Source: an optimization exercise on an open RTL-to-GDS flow (aim: small area, a short achievable clock period and few clock cycles per item). Production flows keep margins and buffers that such runs may drop. RTL that was checked went through simulation tests only; none was proved equivalent to the original. Power is estimated from default activity; no workload was simulated.

==> flow/design.v <==
module crc_xor2 (input wire a, input wire b, output wire y);
    assign y = a ^ b;
endmodule
module crc_engine (
    input  wire [7:0]  x,      
    output wire [63:0] t       
);
    wire p8;
    crc_xor2 g8 (.a(x[2]), .b(x[3]), .y(p8));
    wire p9;
    crc_xor2 g9 (.a(x[0]), .b(x[7]), .y(p9));
    wire p10;
    crc_xor2 g10 (.a(x[4]), .b(x[6]), .y(p10));
    wire p11;
    crc_xor2 g11 (.a(x[1]), .b(x[5]), .y(p11));
    wire p12;
    crc_xor2 g12 (.a(p8), .b(p9), .y(p12));
    wire p13;
    crc_xor2 g13 (.a(x[6]), .b(p11), .y(p13));
    wire p14;
    crc_xor2 g14 (.a(x[7]), .b(p8), .y(p14));
    wire p15;
    crc_xor2 g15 (.a(x[2]), .b(p9), .y(p15));
    wire p16;
    crc_xor2 g16 (.a(x[4]), .b(x[5]), .y(p16));
    wire p17;
    crc_xor2 g17 (.a(x[0]), .b(p8), .y(p17));
    wire p18;
    crc_xor2 g18 (.a(x[1]), .b(x[3]), .y(p18));
    wire p19;
    crc_xor2 g19 (.a(x[5]), .b(p10), .y(p19));
    wire p20;
    crc_xor2 g20 (.a(x[5]), .b(x[6]), .y(p20));
    wire p21;
    crc_xor2 g21 (.a(x[4]), .b(p9), .y(p21));
    wire p22;
    crc_xor2 g22 (.a(x[1]), .b(p10), .y(p22));
    wire p23;
    crc_xor2 g23 (.a(x[0]), .b(p16), .y(p23));
    wire p24;
    crc_xor2 g24 (.a(x[1]), .b(x[6]), .y(p24));
    wire p25;
    crc_xor2 g25 (.a(x[2]), .b(x[7]), .y(p25));
    wire p26;
    crc_xor2 g26 (.a(x[0]), .b(x[3]), .y(p26));
    wire p27;
    crc_xor2 g27 (.a(x[3]), .b(p9), .y(p27));
    wire p28;
    crc_xor2 g28 (.a(p10), .b(p11), .y(p28));
    wire q0;
    crc_xor2 r0 (.a(x[0]), .b(x[2]), .y(q0));
    crc_xor2 o0 (.a(q0), .b(p22), .y(t[0]));
    crc_xor2 o1 (.a(p11), .b(p12), .y(t[1]));
    assign t[2] = p26;
    wire q1;
    crc_xor2 r1 (.a(x[0]), .b(x[1]), .y(q1));
    crc_xor2 o3 (.a(x[4]), .b(q1), .y(t[3]));
    crc_xor2 o4 (.a(x[2]), .b(p11), .y(t[4]));
    crc_xor2 o5 (.a(x[6]), .b(p17), .y(t[5]));
    crc_xor2 o6 (.a(p18), .b(p21), .y(t[6]));
    assign t[7] = p20;
    crc_xor2 o8 (.a(x[6]), .b(p9), .y(t[8]));
    crc_xor2 o9 (.a(p10), .b(p15), .y(t[9]));
    crc_xor2 o10 (.a(p12), .b(p19), .y(t[10]));
    crc_xor2 o11 (.a(x[5]), .b(p12), .y(t[11]));
    assign t[12] = p17;
    crc_xor2 o13 (.a(x[4]), .b(p18), .y(t[13]));
    crc_xor2 o14 (.a(x[2]), .b(p23), .y(t[14]));
    crc_xor2 o15 (.a(x[3]), .b(p13), .y(t[15]));
    crc_xor2 o16 (.a(p10), .b(p15), .y(t[16]));
    crc_xor2 o17 (.a(p12), .b(p19), .y(t[17]));
    crc_xor2 o18 (.a(x[5]), .b(p12), .y(t[18]));
    assign t[19] = p8;
    crc_xor2 o20 (.a(x[3]), .b(x[4]), .y(t[20]));
    assign t[21] = p23;
    assign t[22] = p13;
    crc_xor2 o23 (.a(x[6]), .b(p15), .y(t[23]));
    crc_xor2 o24 (.a(p10), .b(p12), .y(t[24]));
    crc_xor2 o25 (.a(p20), .b(p12), .y(t[25]));
    assign t[26] = p14;
    crc_xor2 o27 (.a(p24), .b(p8), .y(t[27]));
    crc_xor2 o28 (.a(x[4]), .b(p14), .y(t[28]));
    crc_xor2 o29 (.a(p8), .b(p13), .y(t[29]));
    crc_xor2 o30 (.a(p10), .b(p14), .y(t[30]));
    crc_xor2 o31 (.a(p13), .b(p14), .y(t[31]));
    crc_xor2 o32 (.a(x[7]), .b(p18), .y(t[32]));
    crc_xor2 o33 (.a(x[0]), .b(p24), .y(t[33]));
    crc_xor2 o34 (.a(x[1]), .b(p15), .y(t[34]));
    crc_xor2 o35 (.a(p10), .b(p26), .y(t[35]));
    crc_xor2 o36 (.a(p11), .b(p21), .y(t[36]));
    assign t[37] = p23;
    assign t[38] = p13;
    crc_xor2 o39 (.a(x[6]), .b(p15), .y(t[39]));
    crc_xor2 o40 (.a(p10), .b(p14), .y(t[40]));
    crc_xor2 o41 (.a(p13), .b(p14), .y(t[41]));
    crc_xor2 o42 (.a(p18), .b(p9), .y(t[42]));
    crc_xor2 o43 (.a(x[0]), .b(x[6]), .y(t[43]));
    crc_xor2 o44 (.a(x[1]), .b(x[7]), .y(t[44]));
    assign t[45] = p22;
    crc_xor2 o46 (.a(x[5]), .b(p15), .y(t[46]));
    crc_xor2 o47 (.a(x[4]), .b(p8), .y(t[47]));
    crc_xor2 o48 (.a(x[3]), .b(p16), .y(t[48]));
    crc_xor2 o49 (.a(x[0]), .b(p19), .y(t[49]));
    crc_xor2 o50 (.a(p9), .b(p13), .y(t[50]));
    assign t[51] = p21;
    crc_xor2 o52 (.a(x[2]), .b(p19), .y(t[52]));
    crc_xor2 o53 (.a(p20), .b(p27), .y(t[53]));
    assign t[54] = p25;
    crc_xor2 o55 (.a(p8), .b(p22), .y(t[55]));
    crc_xor2 o56 (.a(p16), .b(p12), .y(t[56]));
    crc_xor2 o57 (.a(x[5]), .b(p17), .y(t[57]));
    crc_xor2 o58 (.a(p10), .b(p18), .y(t[58]));
    crc_xor2 o59 (.a(p16), .b(p25), .y(t[59]));
    wire q2;
    crc_xor2 r2 (.a(x[4]), .b(p11), .y(q2));
    crc_xor2 o60 (.a(p17), .b(q2), .y(t[60]));
    crc_xor2 o61 (.a(p17), .b(p28), .y(t[61]));
    crc_xor2 o62 (.a(p14), .b(p28), .y(t[62]));
    crc_xor2 o63 (.a(p11), .b(p27), .y(t[63]));
endmodule
module crc_core (
    input  wire        clk,
    input  wire        rst,
    input  wire        cmd_valid,
    output wire        cmd_ready,
    input  wire [31:0] cmd_word,
    output reg         resp_valid,
    input  wire        resp_ready,
    output wire [7:0]  resp_status,
    output reg  [63:0] resp_data
);
    localparam [7:0] OP_CRC_INIT       = 8'h01;
    localparam [7:0] OP_CRC_UPDATE     = 8'h02;
    localparam [7:0] OP_CRC_READ       = 8'h03;
    localparam [7:0] OP_CRC_TABLE_READ = 8'h04;
    wire [7:0]  op  = cmd_word[7:0];
    wire [7:0]  a   = cmd_word[15:8];
    wire [15:0] off = cmd_word[31:16];
    wire is_init   = (op == OP_CRC_INIT)       && (off == 16'd0) && (a == 8'd0);
    wire is_update = (op == OP_CRC_UPDATE)     && (off == 16'd0);
    wire is_read   = (op == OP_CRC_READ)       && (off == 16'd0) && (a == 8'd0);
    wire is_table  = (op == OP_CRC_TABLE_READ) && (off == 16'd0);
    wire [11:0] in_e = {is_update, is_init, is_read, is_table, a};
    reg        h_v, s_v;
    reg [11:0] h_e, s_e;
    assign cmd_ready = !s_v;
    wire take  = cmd_valid && !s_v;
    wire adv   = h_v && (!resp_valid || resp_ready);    
    wire h_free = adv || !h_v;
    always @(posedge clk) begin
        if (rst) begin
            h_v <= 1'b0;
            s_v <= 1'b0;
        end else begin
            if (h_free) begin
                h_v <= s_v || take;
                h_e <= s_v ? s_e : in_e;
                s_v <= 1'b0;
            end else if (take) begin
                s_v <= 1'b1;
                s_e <= in_e;
            end
        end
    end
    wire       e_upd  = h_e[11];
    wire       e_init = h_e[10];
    wire       e_read = h_e[9];
    wire       e_tbl  = h_e[8];
    wire [7:0] e_a    = h_e[7:0];
    reg  [63:0] crc_s;
    wire [63:0] t_val;
    crc_engine u_engine (
        .x (e_a ^ (crc_s[7:0] & {8{e_upd}})),
        .t (t_val)
    );
    always @(posedge clk) begin
        if (rst || (adv && e_init))
            crc_s <= 64'hFFFFFFFFFFFFFFFF;
        else if (adv && e_upd)
            crc_s <= (crc_s >> 8) ^ t_val;
    end
    reg st_ill;
    assign resp_status = {7'd0, st_ill};
    always @(posedge clk) begin
        if (rst) begin
            resp_valid <= 1'b0;
        end else if (adv) begin
            resp_valid <= 1'b1;
            st_ill     <= !(e_upd || e_init || e_read || e_tbl);
            resp_data  <= ({64{e_read}} & ~crc_s) | ({64{e_tbl}} & t_val);
        end else if (resp_ready) begin
            resp_valid <= 1'b0;
        end
    end
endmodule
==> flow/config.mk <==
export PLATFORM = sky130hd
export DESIGN_NAME = crc_core
export DESIGN_NICKNAME = crc_core
export VERILOG_FILES = /design/flow/design.v
export SDC_FILE = /design/flow/constraint.sdc
export NUM_CORES = 4
export LEC_CHECK = 0
export CAP_MARGIN = 20
export CORE_MARGIN = 2
export CORE_UTILIZATION = 55
export CTS_BUF_LIST = sky130_fd_sc_hd__clkbuf_4 sky130_fd_sc_hd__clkbuf_8
export SETUP_SLACK_MARGIN = 5
export SLEW_MARGIN = 20
export SYNTH_HIERARCHICAL = 1
export SYNTH_MINIMUM_KEEP_SIZE = 0
==> flow/constraint.sdc <==
create_clock -name core_clock -period 8.0 [get_ports {clk}]
set_input_delay 1.6000 -clock core_clock [delete_from_list [all_inputs] [get_ports {clk}]]
set_output_delay 1.6000 -clock core_clock [all_outputs]
set_load 0.01 [all_outputs]
standard.sh (not shown) runs the stock make flow with config.mk's settings and CLKGATE_MAP_FILE= SYNTH_SCRIPT=/design/flow/synth_recipe.tcl, a recipe that flattens the netlist after the stock synthesis.
==> flow/flow/run.sh <==
#!/bin/bash
set -euo pipefail
export BUFFER_PORTS_ARGS="-buffer_cell sky130_fd_sc_hd__buf_1"
bash standard.sh > standard_make.log 2>&1
Testbench counts at the start, summed over its fixed seeds: cycles 9,227, commands 9,211.
Edit:
--- a/flow/design.v
+++ b/flow/design.v
@@ -134,45 +134,45 @@
     localparam [7:0] OP_CRC_READ       = 8'h03;
     localparam [7:0] OP_CRC_TABLE_READ = 8'h04;
     wire [7:0]  op  = cmd_word[7:0];
     wire [7:0]  a   = cmd_word[15:8];
     wire [15:0] off = cmd_word[31:16];
-    wire is_init   = (op == OP_CRC_INIT)       && (off == 16'd0) && (a == 8'd0);
-    wire is_update = (op == OP_CRC_UPDATE)     && (off == 16'd0);
-    wire is_read   = (op == OP_CRC_READ)       && (off == 16'd0) && (a == 8'd0);
-    wire is_table  = (op == OP_CRC_TABLE_READ) && (off == 16'd0);
-    wire [11:0] in_e = {is_update, is_init, is_read, is_table, a};
+    wire [13:0] in_e = {op == OP_CRC_INIT, op == OP_CRC_UPDATE,
+                        op == OP_CRC_READ, op == OP_CRC_TABLE_READ,
+                        a == 8'd0, off == 16'd0, a};
     reg        h_v, s_v;
-    reg [11:0] h_e, s_e;
+    reg [13:0] h_e, s_e;
     assign cmd_ready = !s_v;
-    wire take  = cmd_valid && !s_v;
-    wire adv   = h_v && (!resp_valid || resp_ready);    
+    wire take   = cmd_valid && !s_v;
+    wire adv    = h_v && (!resp_valid || resp_ready);    
     wire h_free = adv || !h_v;
     always @(posedge clk) begin
         if (rst) begin
             h_v <= 1'b0;
             s_v <= 1'b0;
-        end else begin
-            if (h_free) begin
-                h_v <= s_v || take;
-                h_e <= s_v ? s_e : in_e;
-                s_v <= 1'b0;
-            end else if (take) begin
-                s_v <= 1'b1;
-                s_e <= in_e;
-            end
+        end else if (h_free) begin
+            h_v <= s_v || take;
+            s_v <= 1'b0;
+        end else if (take) begin
+            s_v <= 1'b1;
         end
     end
-    wire       e_upd  = h_e[11];
-    wire       e_init = h_e[10];
-    wire       e_read = h_e[9];
-    wire       e_tbl  = h_e[8];
+    always @(posedge clk) begin
+        if (h_free)
+            h_e <= s_v ? s_e : in_e;
+        if (!s_v)
+            s_e <= in_e;
+    end
+    wire       e_upd  = h_e[12] && h_e[8];
+    wire       e_init = h_e[13] && h_e[9] && h_e[8];
+    wire       e_read = h_e[11] && h_e[9] && h_e[8];
+    wire       e_tbl  = h_e[10] && h_e[8];
     wire [7:0] e_a    = h_e[7:0];
     reg  [63:0] crc_s;
     wire [63:0] t_val;
     crc_engine u_engine (
-        .x (e_a ^ (crc_s[7:0] & {8{e_upd}})),
+        .x (e_a ^ (crc_s[7:0] & {8{h_e[12]}})),
         .t (t_val)
     );
     always @(posedge clk) begin
         if (rst || (adv && e_init))
             crc_s <= 64'hFFFFFFFFFFFFFFFF;
- total power came out lower by a few percent
- routed wire length came out higher by about a fifth
- final cell count came out higher slightly
- core utilization came out lower by 1.5 points
- setup slack improves by 0.031 ns
- cell area came out higher by a few percent
- synthesized area came out higher by a few percent
Only the layout flow was run in the second run of this note; the RTL was not checked for function there.

## re-timing with driven ports
The flow's constraints put no driver on any port. The routed layouts listed below were extracted and timed again, unchanged, in two steps.
Step 1 sets driving cells, clkbuf_16 on the clock port and buf_2 on the other inputs (assumed; they add their load-dependent delay and slew).
Step 2 times the ports against the registers' clock, not the clock port: input delays grow and output delays shrink by t, the midpoint of the rising clock arrivals with the driver on.
Three values: ideal, step 1, step 2; two values: the first two.
| run | t (ns) | setup slack, ns | hold slack, ns | worst setup path at the end |
|---|---|---|---|---|
| the first run | 0.496 | 5.109 / 5.109 / 4.694 | 0.504 / 0.504 / 0.504 | input to register |
| the second run | 0.480 | 5.140 / 5.150 / 4.670 | 0.457 / 0.457 / 0.457 | input to register |
After both steps every run listed still meets setup and hold. For the second run, which loses most, drivers alone change the setup slack by +0.010 ns; drivers and shift together by -0.470 ns.
